Context: an optimization exercise on an open-source flow, tuned for small area. The choices shown serve that exercise and are no tape-out recipe. The RTL was checked by simulation tests, not by an equivalence proof against the original design. Power is estimated from default activity; no workload was simulated.

`flow/design.v`:
```
module cgra_sel (
    input  wire [2:0]   sel,
    input  wire [3:0]   xin_v,
    input  wire [127:0] xin_d,
    input  wire         alu_v,
    input  wire [31:0]  alu_d,
    input  wire         reg_v,
    input  wire [31:0]  reg_d,
    output reg          v,
    output reg  [31:0]  d
);
    always @* begin
        case (sel)
            3'd0: begin v = xin_v[1]; d = xin_d[1*32 +: 32]; end
            3'd1: begin v = xin_v[3]; d = xin_d[3*32 +: 32]; end
            3'd2: begin v = xin_v[2]; d = xin_d[2*32 +: 32]; end
            3'd3: begin v = xin_v[0]; d = xin_d[0*32 +: 32]; end
            3'd4: begin v = alu_v;    d = alu_d;             end
            3'd5: begin v = reg_v;    d = reg_d;             end
            default: begin v = 1'b0;  d = 32'd0;             end
        endcase
    end
endmodule
module cgra_alu (
    input  wire        fire,
    input  wire [4:0]  opcode,
    input  wire        a_v,
    input  wire [31:0] a,
    input  wire        b_v,
    input  wire [31:0] b,
    output reg         res_v,
    output reg  [31:0] res,
    output reg         err,
    output reg  [2:0]  err_code
);
    localparam OP_NOP = 5'd0,  OP_ADD = 5'd1,  OP_SUB = 5'd2,  OP_MUL = 5'd3,
               OP_DIV = 5'd5,  OP_LS  = 5'd8,  OP_RS  = 5'd9,  OP_ARS = 5'd10,
               OP_AND = 5'd11, OP_OR  = 5'd12, OP_XOR = 5'd13, OP_SEL = 5'd16,
               OP_CMP = 5'd18, OP_CLT = 5'd19, OP_CGT = 5'd21;
    wire [31:0] a_mag = a[31] ? (~a + 32'd1) : a;
    wire [31:0] b_mag = b[31] ? (~b + 32'd1) : b;
    wire [31:0] q_mag = a_mag / b_mag;
    wire [31:0] quot  = (a[31] ^ b[31]) ? (~q_mag + 32'd1) : q_mag;
    wire [4:0] sh = b[4:0];
    wire both = a_v & b_v;
    always @* begin
        res_v    = 1'b0;
        res      = 32'd0;
        err      = 1'b0;
        err_code = 3'd0;
        if (fire) begin
            case (opcode)
                OP_NOP: ;
                OP_ADD, OP_SUB, OP_MUL, OP_DIV, OP_LS, OP_RS, OP_ARS,
                OP_AND, OP_OR, OP_XOR, OP_CMP, OP_CLT, OP_CGT: begin
                    if (!both) begin
                        err = 1'b1; err_code = 3'd5;
                    end else if (opcode == OP_DIV && b == 32'd0) begin
                        err = 1'b1; err_code = 3'd6;
                    end else begin
                        res_v = 1'b1;
                        case (opcode)
                            OP_ADD:  res = a + b;
                            OP_SUB:  res = a - b;
                            OP_MUL:  res = a * b;
                            OP_DIV:  res = quot;
                            OP_LS:   res = a << sh;
                            OP_RS:   res = a >> sh;
                            OP_ARS:  res = $signed(a) >>> sh;
                            OP_AND:  res = a & b;
                            OP_OR:   res = a | b;
                            OP_XOR:  res = a ^ b;
                            OP_CMP:  res = {31'd0, a == b};
                            OP_CLT:  res = {31'd0, $signed(a) < $signed(b)};
                            default: res = {31'd0, $signed(a) > $signed(b)};
                        endcase
                    end
                end
                OP_SEL: begin
                    if (both) begin
                        err = 1'b1; err_code = 3'd4;
                    end else if (!a_v && !b_v) begin
                        err = 1'b1; err_code = 3'd5;
                    end else begin
                        res_v = 1'b1;
                        res   = a_v ? a : b;
                    end
                end
                5'd6, 5'd7, 5'd14, 5'd15: ;  
                default: begin                 
                    err = 1'b1; err_code = 3'd7;
                end
            endcase
        end
    end
endmodule
module cgra_tile (
    input  wire         clk,
    input  wire         rst,
    input  wire         commit,      
    input  wire [63:0]  instr,
    input  wire [3:0]   in_v,        
    input  wire [127:0] in_d,
    output reg  [3:0]   out_v,       
    output reg  [127:0] out_d,
    output wire         err,
    output wire [2:0]   err_code,
    input  wire [2:0]   dbg_reg,     
    output reg          dbg_v,
    output reg  [31:0]  dbg_d
);
    wire        npb    = instr[63];
    wire [4:0]  opcode = instr[34:30];
    wire        twen   = instr[25];
    wire [3:0]  wen    = {instr[29], instr[27], instr[26], instr[28]};  
    wire [3:0]  nb     = {instr[24], instr[22], instr[21], instr[23]};  
    wire [2:0]  s_pred = instr[20:18];
    wire [2:0]  s_op1  = instr[17:15];
    wire [2:0]  s_op2  = instr[14:12];
    wire [2:0]  s_n    = instr[11:9];
    wire [2:0]  s_w    = instr[8:6];
    wire [2:0]  s_s    = instr[5:3];
    wire [2:0]  s_e    = instr[2:0];
    reg  [3:0]   r_v;
    reg  [127:0] r_d;
    reg          t_v;
    reg  [31:0]  t_d;
    wire [3:0]   xin_v;
    wire [127:0] xin_d;
    genvar g;
    generate
        for (g = 0; g < 4; g = g + 1) begin : slot
            assign xin_v[g]          = nb[g] ? r_v[g]          : in_v[g];
            assign xin_d[g*32 +: 32] = nb[g] ? r_d[g*32 +: 32] : in_d[g*32 +: 32];
        end
    endgenerate
    wire p_v, a_v, b_v;
    wire [31:0] p_d, a_d, b_d;
    cgra_sel u_pred (.sel(s_pred), .xin_v(xin_v), .xin_d(xin_d), .alu_v(1'b0), .alu_d(32'd0),
                     .reg_v(t_v), .reg_d(t_d), .v(p_v), .d(p_d));
    cgra_sel u_op1  (.sel(s_op1),  .xin_v(xin_v), .xin_d(xin_d), .alu_v(1'b0), .alu_d(32'd0),
                     .reg_v(t_v), .reg_d(t_d), .v(a_v), .d(a_d));
    cgra_sel u_op2  (.sel(s_op2),  .xin_v(xin_v), .xin_d(xin_d), .alu_v(1'b0), .alu_d(32'd0),
                     .reg_v(t_v), .reg_d(t_d), .v(b_v), .d(b_d));
    wire fire = p_v & ((p_d != 32'd0) ^ npb);
    wire        alu_v;
    wire [31:0] alu_d;
    cgra_alu u_alu (.fire(fire), .opcode(opcode), .a_v(a_v), .a(a_d), .b_v(b_v), .b(b_d),
                    .res_v(alu_v), .res(alu_d), .err(err), .err_code(err_code));
    wire [3:0]   nxt_v;
    wire [127:0] nxt_d;
    cgra_sel u_on (.sel(s_n), .xin_v(xin_v), .xin_d(xin_d), .alu_v(alu_v), .alu_d(alu_d),
                   .reg_v(t_v), .reg_d(t_d), .v(nxt_v[0]), .d(nxt_d[0*32 +: 32]));
    cgra_sel u_oe (.sel(s_e), .xin_v(xin_v), .xin_d(xin_d), .alu_v(alu_v), .alu_d(alu_d),
                   .reg_v(t_v), .reg_d(t_d), .v(nxt_v[1]), .d(nxt_d[1*32 +: 32]));
    cgra_sel u_ow (.sel(s_w), .xin_v(xin_v), .xin_d(xin_d), .alu_v(alu_v), .alu_d(alu_d),
                   .reg_v(t_v), .reg_d(t_d), .v(nxt_v[2]), .d(nxt_d[2*32 +: 32]));
    cgra_sel u_os (.sel(s_s), .xin_v(xin_v), .xin_d(xin_d), .alu_v(alu_v), .alu_d(alu_d),
                   .reg_v(t_v), .reg_d(t_d), .v(nxt_v[3]), .d(nxt_d[3*32 +: 32]));
    integer i;
    always @(posedge clk) begin
        if (rst) begin
            r_v   <= 4'd0;
            t_v   <= 1'b0;
            out_v <= 4'd0;
        end else if (commit) begin
            for (i = 0; i < 4; i = i + 1) begin
                if (wen[i]) begin
                    r_v[i]          <= in_v[i];
                    r_d[i*32 +: 32] <= in_d[i*32 +: 32];
                end
            end
            if (twen && alu_v) begin
                t_v <= 1'b1;
                t_d <= alu_d;
            end
            out_v <= nxt_v;
            out_d <= nxt_d;
        end
    end
    always @* begin
        case (dbg_reg)
            3'd0: begin dbg_v = r_v[0]; dbg_d = r_d[0*32 +: 32]; end
            3'd1: begin dbg_v = r_v[1]; dbg_d = r_d[1*32 +: 32]; end
            3'd2: begin dbg_v = r_v[2]; dbg_d = r_d[2*32 +: 32]; end
            3'd3: begin dbg_v = r_v[3]; dbg_d = r_d[3*32 +: 32]; end
            3'd4: begin dbg_v = t_v;    dbg_d = t_d;             end
            default: begin dbg_v = 1'b0; dbg_d = 32'd0;         end
        endcase
    end
endmodule
module cgra_grid (
    input  wire                   clk,
    input  wire                   rst,
    input  wire                   step,
    input  wire [255:0] instr,
    input  wire [1:0]             n_in_v,
    input  wire [63:0] n_in_d,
    input  wire [1:0]             s_in_v,
    input  wire [63:0] s_in_d,
    input  wire [1:0]             w_in_v,
    input  wire [63:0] w_in_d,
    input  wire [1:0]             e_in_v,
    input  wire [63:0] e_in_d,
    output wire [1:0]             n_out_v,
    output wire [63:0] n_out_d,
    output wire [1:0]             s_out_v,
    output wire [63:0] s_out_d,
    output wire [1:0]             w_out_v,
    output wire [63:0] w_out_d,
    output wire [1:0]             e_out_v,
    output wire [63:0] e_out_d,
    output reg                    faulted,
    output reg  [2:0]             fault_code,
    output reg  [0:0]             fault_row,
    output reg  [0:0]             fault_col,
    input  wire [1:0]             dbg_tile,
    input  wire [2:0]             dbg_reg,
    output wire                   dbg_v,
    output wire [31:0]            dbg_d
);
    localparam ROWS = 2;
    localparam COLS = 2;
    localparam NT   = ROWS * COLS;
    wire [NT*4-1:0]   t_out_v;
    wire [NT*128-1:0] t_out_d;
    wire [NT*4-1:0]   t_in_v;
    wire [NT*128-1:0] t_in_d;
    wire [NT-1:0]     t_err;
    wire [NT*3-1:0]   t_err_code;
    wire [NT-1:0]     t_dbg_v;
    wire [NT*32-1:0]  t_dbg_d;
    wire any_err = |t_err;
    wire commit  = step & ~faulted & ~any_err;
    genvar r, c;
    generate
        for (r = 0; r < ROWS; r = r + 1) begin : row
            for (c = 0; c < COLS; c = c + 1) begin : col
                localparam T = r * COLS + c;
                if (r > 0) begin : gn
                    assign t_in_v[T*4+0]            = t_out_v[(T-COLS)*4+3];
                    assign t_in_d[(T*4+0)*32 +: 32] = t_out_d[((T-COLS)*4+3)*32 +: 32];
                end else begin : en
                    assign t_in_v[T*4+0]            = n_in_v[c];
                    assign t_in_d[(T*4+0)*32 +: 32] = n_in_d[c*32 +: 32];
                    assign n_out_v[c]               = t_out_v[T*4+0];
                    assign n_out_d[c*32 +: 32]      = t_out_d[(T*4+0)*32 +: 32];
                end
                if (c < COLS-1) begin : ge
                    assign t_in_v[T*4+1]            = t_out_v[(T+1)*4+2];
                    assign t_in_d[(T*4+1)*32 +: 32] = t_out_d[((T+1)*4+2)*32 +: 32];
                end else begin : ee
                    assign t_in_v[T*4+1]            = e_in_v[r];
                    assign t_in_d[(T*4+1)*32 +: 32] = e_in_d[r*32 +: 32];
                    assign e_out_v[r]               = t_out_v[T*4+1];
                    assign e_out_d[r*32 +: 32]      = t_out_d[(T*4+1)*32 +: 32];
                end
                if (c > 0) begin : gw
                    assign t_in_v[T*4+2]            = t_out_v[(T-1)*4+1];
                    assign t_in_d[(T*4+2)*32 +: 32] = t_out_d[((T-1)*4+1)*32 +: 32];
                end else begin : ew
                    assign t_in_v[T*4+2]            = w_in_v[r];
                    assign t_in_d[(T*4+2)*32 +: 32] = w_in_d[r*32 +: 32];
                    assign w_out_v[r]               = t_out_v[T*4+2];
                    assign w_out_d[r*32 +: 32]      = t_out_d[(T*4+2)*32 +: 32];
                end
                if (r < ROWS-1) begin : gs
                    assign t_in_v[T*4+3]            = t_out_v[(T+COLS)*4+0];
                    assign t_in_d[(T*4+3)*32 +: 32] = t_out_d[((T+COLS)*4+0)*32 +: 32];
                end else begin : es
                    assign t_in_v[T*4+3]            = s_in_v[c];
                    assign t_in_d[(T*4+3)*32 +: 32] = s_in_d[c*32 +: 32];
                    assign s_out_v[c]               = t_out_v[T*4+3];
                    assign s_out_d[c*32 +: 32]      = t_out_d[(T*4+3)*32 +: 32];
                end
                cgra_tile u_tile (
                    .clk      (clk),
                    .rst      (rst),
                    .commit   (commit),
                    .instr    (instr[T*64 +: 64]),
                    .in_v     (t_in_v[T*4 +: 4]),
                    .in_d     (t_in_d[T*128 +: 128]),
                    .out_v    (t_out_v[T*4 +: 4]),
                    .out_d    (t_out_d[T*128 +: 128]),
                    .err      (t_err[T]),
                    .err_code (t_err_code[T*3 +: 3]),
                    .dbg_reg  (dbg_reg),
                    .dbg_v    (t_dbg_v[T]),
                    .dbg_d    (t_dbg_d[T*32 +: 32])
                );
            end
        end
    endgenerate
    integer k;
    reg [2:0] first_code;
    reg [1:0] first_idx;
    always @* begin
        first_code = 3'd0;
        first_idx  = 2'd0;
        for (k = NT-1; k >= 0; k = k - 1) begin
            if (t_err[k]) begin
                first_code = t_err_code[k*3 +: 3];
                first_idx  = k[1:0];
            end
        end
    end
    always @(posedge clk) begin
        if (rst) begin
            faulted    <= 1'b0;
            fault_code <= 3'd0;
            fault_row  <= 1'd0;
            fault_col  <= 1'd0;
        end else if (step && !faulted && any_err) begin
            faulted    <= 1'b1;
            fault_code <= first_code;
            fault_row  <= first_idx[1];
            fault_col  <= first_idx[0];
        end
    end
    assign dbg_v = t_dbg_v[dbg_tile];
    assign dbg_d = t_dbg_d[dbg_tile*32 +: 32];
endmodule
```
`flow/config.mk`:
```
export PLATFORM = sky130hd
export DESIGN_NAME = cgra_grid
export DESIGN_NICKNAME = cgra_grid
export VERILOG_FILES = /design/flow/design.v
export SDC_FILE = /design/flow/constraint.sdc
export NUM_CORES = 8
export LEC_CHECK = 0
export CAP_MARGIN = 20
export CORE_MARGIN = 2
export CORE_UTILIZATION = 30
export PLACE_DENSITY = 0.35
export SLEW_MARGIN = 20
```
`flow/constraint.sdc`:
```
create_clock -name core_clock -period 150.0 [get_ports {clk}]
set_input_delay 30.0000 -clock core_clock [delete_from_list [all_inputs] [get_ports {clk}]]
set_output_delay 30.0000 -clock core_clock [all_outputs]
set_load 0.01 [all_outputs]
```
`flow/run.sh`:
```
#!/bin/bash
# synth_recipe.tcl (not shown) runs the flow's synth.tcl, then flattens the netlist and writes it again
# the make line also repeats each setting of config.mk as NAME=value (left out here)
make -C /OpenROAD-flow-scripts/flow DESIGN_CONFIG=/design/flow/config.mk WORK_HOME=/design/flow/orfs CLKGATE_MAP_FILE= SYNTH_SCRIPT=/design/flow/synth_recipe.tcl finish
```
==> results.txt <==
## registers in the layout (all words and copies together) (netlist names), 3 cells and up
register / flops
fault_code: 3
row.col.u_tile.out_d: 512
row.col.u_tile.out_v: 16
row.col.u_tile.r_d: 512
row.col.u_tile.r_v: 16
row.col.u_tile.t_d: 128
row.col.u_tile.t_v: 4
## worst max-delay path, delay by kind of cell
kind                     cells  cell delay, ns
buffers and inverters       32           10.64
AO/OA/AOI/OAI              202           56.68
XOR/XNOR                     3            1.95
adder cells (fa/ha/maj)     32           10.24
AND/OR/NAND/NOR             99           30.71
multiplexers                10            3.98
## power breakdown
part | internal [mW] | switching (mW) | total [mW] | leakage [nW]
sequential | 0.383 | 0.0126 | 0.395 | 11.2
combinational | 1.79 | 3.03 | 4.82 | 127
clock | 0.241 | 0.194 | 0.434 | 2.64
total | 2.41 | 3.24 | 5.65 | 141
## placed cells by master (no fill, tap or decap), types with 1152 or more instances in the layout
cell type,instances
sky130_fd_sc_hd__o21ai_0,2079
sky130_fd_sc_hd__nor2_1,3911
sky130_fd_sc_hd__a21oi_1,2307
sky130_fd_sc_hd__ha_1,3014
sky130_fd_sc_hd__edfxtp_1,1152
sky130_fd_sc_hd__xnor2_1,1212
sky130_fd_sc_hd__buf_4,1800
sky130_fd_sc_hd__fa_1,1640
sky130_fd_sc_hd__inv_1,2909
sky130_fd_sc_hd__nand2_1,4578
## metal layers
| metal | track usage [%] | up-vias | part of all wire, % |
|---|---|---|---|
| li1 | - | 139000 | - |
| met1 | 48.6 | 163000 | 41 |
| met2 | 57.4 | 16800 | 42 |
| met3 | 10.6 | 3688 | 9.6 |
| met4 | 23.5 | 136 | 7.6 |
| met5 | 0.0803 | - | 0.050 |
## per-stage QoR
stage               setup WS [ns]  util (%)  TNS [ns]  hold slack [ns]
finish                       5.86      33.6         0            0.436
global route              -0.0205      33.6   -0.0396            0.435
CTS                          7.78      33.5         0            0.420
detailed placement           7.35      33.0         0            0.440
global placement             7.63      33.0         0            0.436
floorplan                   28.56         -         0            0.426
## worst min-delay path by stage
| stage | start | to | slack, ns | cells after the start |
|---|---|---|---|---|
| final | row[0].col[0].u_tile.out_d[111]$_DFFE_PP_ | row[1].col[0].u_tile.r_d[15]$_DFFE_PP_ | 0.44 | 0 |
| after global placement | row[0].col[1].u_tile.out_d[88]$_DFFE_PP_ | row[0].col[0].u_tile.r_d[56]$_DFFE_PP_ | 0.44 | 0 |
| after floorplan | row[1].col[0].u_tile.out_d[5]$_DFFE_PP_ | row[0].col[0].u_tile.r_d[101]$_DFFE_PP_ | 0.43 | 0 |
| after detailed placement | row[0].col[1].u_tile.out_d[76]$_DFFE_PP_ | row[0].col[0].u_tile.r_d[44]$_DFFE_PP_ | 0.44 | 0 |
| after CTS | row[0].col[1].u_tile.out_d[80]$_DFFE_PP_ | row[0].col[0].u_tile.r_d[48]$_DFFE_PP_ | 0.42 | 0 |
| after global routing | row[0].col[1].u_tile.out_d[80]$_DFFE_PP_ | row[0].col[0].u_tile.r_d[48]$_DFFE_PP_ | 0.44 | 0 |
## repair_timing
action,CTS,global route
gates resized for setup,0,5
hold buffers,0,0
endpoints found under the setup margin,0,37
endpoints found under the hold margin,0,0
## cell usage after synthesis, types with 750 or more instances
cell type,n
sky130_fd_sc_hd__ha_1,3016
sky130_fd_sc_hd__a21oi_1,2328
sky130_fd_sc_hd__clkbuf_1,1637
sky130_fd_sc_hd__nor3_1,1163
sky130_fd_sc_hd__o21ai_0,2172
sky130_fd_sc_hd__xnor2_1,1290
sky130_fd_sc_hd__edfxtp_1,1152
sky130_fd_sc_hd__fa_1,1640
sky130_fd_sc_hd__nand2_1,4579
sky130_fd_sc_hd__nor2_1,3937
sky130_fd_sc_hd__inv_1,2923
sky130_fd_sc_hd__mux2i_1,929
sky130_fd_sc_hd__o21a_1,750
## cells by family (layout without fill, tap and decap cells)
logic type,after synthesis,after routing
and+or+nand+nor,13100,13100
buffers and inverters,5506,5803
AOI/OAI and AO/OA,10400,10400
xor gates and xnor gates,1778,1778
DFF,1194,1194
adders and majority gates,4656,4656
other,0,318
muxes,1863,1863
## area by class of cell
class	count	area, um2	area share [%]
clock inverters	99	1300	0.391
flip-flops and latches	1194	35400	10.7
inverters	2987	11200	3.38
multi-input cells	31800	242000	72.9
diodes	318	796	0.239
clock buffers	189	4200	1.26
well taps	13200	16500	4.97
repair buffers	2528	20600	6.20
==> impl_table.tex <==
\begin{tabular}{lr}
\hline
Metric & Value \\
\hline
\multicolumn{2}{l}{\textbf{Clocking}} \\
\quad Clock tree from TritonCTS & built \\
\quad Clock Pin Slew Worst Setup and Hold Paths & 0.06 ns \\
\quad H-tree lvl count & 4 \\
\quad TritonCTS Buffers & roughly 160 \\
\quad Latest clock arrival within the worst-skew pair & 0.98 ns \\
\quad Clock root buffer & sky130\_fd\_sc\_hd\_\_clkbuf\_16 \\
\quad Maximum buffer depth of the clock tree & 4 \\
\quad Setup repair bufs after CTS & 0 \\
\quad Count of clock tree sinks & $\sim$1200 \\
\multicolumn{2}{l}{\textbf{Floorplanning}} \\
\quad Number of primary I/O pins & 831 \\
\quad Effective utilization at floorplan & 30.1\% \\
\quad Vertical die dimension & 999 um \\
\quad Floorplan core area & 988000 um2 \\
\quad Horizontal die dimension & 999 um \\
\quad Total die area & 999000 um2 \\
\quad Standard-cell rows & 365 \\
\multicolumn{2}{l}{\textbf{STA}} \\
\quad Worst-case clock skew & 0.134 ns \\
\quad Count of final setup violators & 0 \\
\quad Transition time of the tightest slew-check pin & between 1 and 1.5 ns \\
\quad Maximum frequency from static timing analysis & 6.94 MHz \\
\quad Number of pins exceeding their max-slew limit in the final report & 0 \\
\quad Final cycle utilization of the critical path & 96.1\% \\
\quad Hold violation total from the final report & 0 \\
\quad Max-Slew Margin vs Limit & 10.4\% \\
\quad Final critical delay including setup and external delays & 144.14 ns \\
\multicolumn{2}{l}{\textbf{Placed design}} \\
\quad Inst Count DP & between 50000 and 60000 \\
\quad Detailed placer's ending HPWL & 1570 mm \\
\quad GPL Wtd Cong & 1.03 \\
\quad Port-buffer cells & 718 \\
\quad Area after DPL & around 330000 um2 \\
\multicolumn{2}{l}{\textbf{Synthesis}} \\
\quad Post-Synth XOR/XNOR Area & 5.25\% \\
\quad Ys async rst share & 0\% \\
\quad Sequential area share after synthesis & 11.9\% \\
\quad Cell types with the largest area share after synthesis & sky130\_fd\_sc\_hd\_\_ha\_1 13\%, sky130\_fd\_sc\_hd\_\_edfxtp\_1 12\%, sky130\_fd\_sc\_hd\_\_fa\_1 11\% \\
\quad Simple logic cell fraction of the synthesized area & 20.0\% \\
\quad Mux contribution to synthesized area & 8.48\% \\
\quad Nets in the synthesized netlist & 43700 \\
\quad Count of flip-flops with a built-in enable after synthesis & 1152 \\
\quad Synthesized netlist cell count & about 39000 \\
\quad Share of Yosys cell area claimed by the top area cell type & 12.7\% \\
\quad Syn Area/Cell & $\sim$7.7 um2 \\
\quad Number of storage elements in the synthesis netlist & 1194 \\
\quad Synth Area in Adders & 23.7\% \\
\quad Post-Syn Area & 297000 um2 \\
\quad Count of synthesis-stage warnings from yosys & 4 \\
\quad Count of cell types in the netlist & 130 \\
\quad Commonest register cell after synthesis & sky130\_fd\_sc\_hd\_\_edfxtp\_1 \\
\quad Synthesized-area fraction occupied by ao, oa, aoi and oai cells & 23.2\% \\
\quad Combinational family with the most area after synthesis & adder cells \\
\quad Library cell with the largest summed area after synthesis & sky130\_fd\_sc\_hd\_\_ha\_1 \\
\multicolumn{2}{l}{\textbf{Critical path}} \\
\quad Launching element of the worst setup path & instr[76] \\
\quad Type of the worst setup path & in -> reg \\
\quad Crit path to & row[0].col[1].u\_tile.out\_d[120]\$\_DFFE\_PP\_ \\
\quad Capture instance of the worst register-to-register path & row[0].col[1].u\_tile.out\_d[120]\$\_DFFE\_PP\_ \\
\quad Crit path arrival time & 144.75 ns \\
\quad Required arrival time at the worst endpoint & 150.61 ns \\
\quad Critical Path Source Type & primary input \\
\quad Startpoint of the worst register-to-register path & row[1].col[1].u\_tile.out\_d[4]\$\_DFFE\_PP\_ \\
\quad Critical Path Slowest Stage Cell & sky130\_fd\_sc\_hd\_\_o311ai\_1 \\
\quad Slack of the worst reg-to-reg path & about 36 ns \\
\quad Element type at the critical path end & register \\
\quad Slowest Stage Delay on Critical Path & 0.97 ns \\
\quad Length in cells of the worst reg-to-reg path & around 380 \\
\quad Largest fanout on the critical path & 32 \\
\quad Cell with the most instances on the worst path & sky130\_fd\_sc\_hd\_\_o21a\_1 \\
\multicolumn{2}{l}{\textbf{Global route}} \\
\quad Pin count of the biggest net entering global routing & 104 \\
\quad Overflow after GRT & 0 \\
\quad Number of global-route vias before repair & roughly 310k \\
\quad Total GRT Usage & between 30\% and 40\% \\
\quad Initial antenna violation count & 403 \\
\quad First-pass GRT wire length & around 2700 mm \\
\multicolumn{2}{l}{\textbf{Final layout}} \\
\quad Layout Cells excl Fill & 52300 \\
\quad Proportion of layout cells with a drive suffix above 1 & 10.2\% \\
\quad Cell area after layout & 332000 um2 \\
\quad Final-stage net count & between 40000 and 50000 \\
\quad Filler Cells Inserted & between 100k and 150k \\
\quad Synth-to-Final Area Change & 11.8\% \\
\multicolumn{2}{l}{\textbf{Outcome}} \\
\quad Outcome & no timing/DRC/antenna violations \\
\multicolumn{2}{l}{\textbf{Job}} \\
\quad Reported max-cap violation count & 0 \\
\multicolumn{2}{l}{\textbf{Power and ir drop}} \\
\quad Overall power consumption & 5.65 mW \\
\quad IR drop worst, VDD & 41.5 uV \\
\quad Cell leakage power & 141 nW \\
\quad Power density over cell area & 17.0 nW/um2 \\
\multicolumn{2}{l}{\textbf{Detailed routing}} \\
\quad Router iterations before antenna repair & 10 \\
\quad Avg WL per Cell & 38.0 um \\
\quad Count of unresolved DRC violations after routing & 0 \\
\quad Post-detailed-routing wire length & 1990 mm \\
\quad Avg Vias per Cell & between 6 and 7 \\
\quad Antenna Violating Nets Remaining & 0 \\
\quad 1st-iter DRT viols & 38900 \\
\quad Vias & $\sim$320k \\
\multicolumn{2}{l}{\textbf{Hold path}} \\
\quad Hold WC Path Type & reg -> reg \\
\hline
\end{tabular}

[separate check: timing with driven ports]
The results above use ideal ports. As a check the final layout listed here was re-extracted and re-timed, cells and wires unchanged.
Step 1 sets driving cells, clkbuf_16 on the clock port and buf_2 on the other inputs (assumed; they add their load-dependent delay and slew).
Step 2 times the ports against the registers' clock, not the clock port: input delays grow and output delays shrink by t, the midpoint of the rising clock arrivals with the driver on.
Slacks: ideal / step 1 / step 2; pairs: ideal / step 1.
t, ns: 1.038
setup slack, ns: 5.865 / 5.853 / 4.815
slew at the worst register clock pin (ns): 0.08 / 0.08
After both steps setup and hold are still met in this run. For this run, drivers alone change the setup slack by -0.012 ns; drivers and shift together by -1.050 ns.
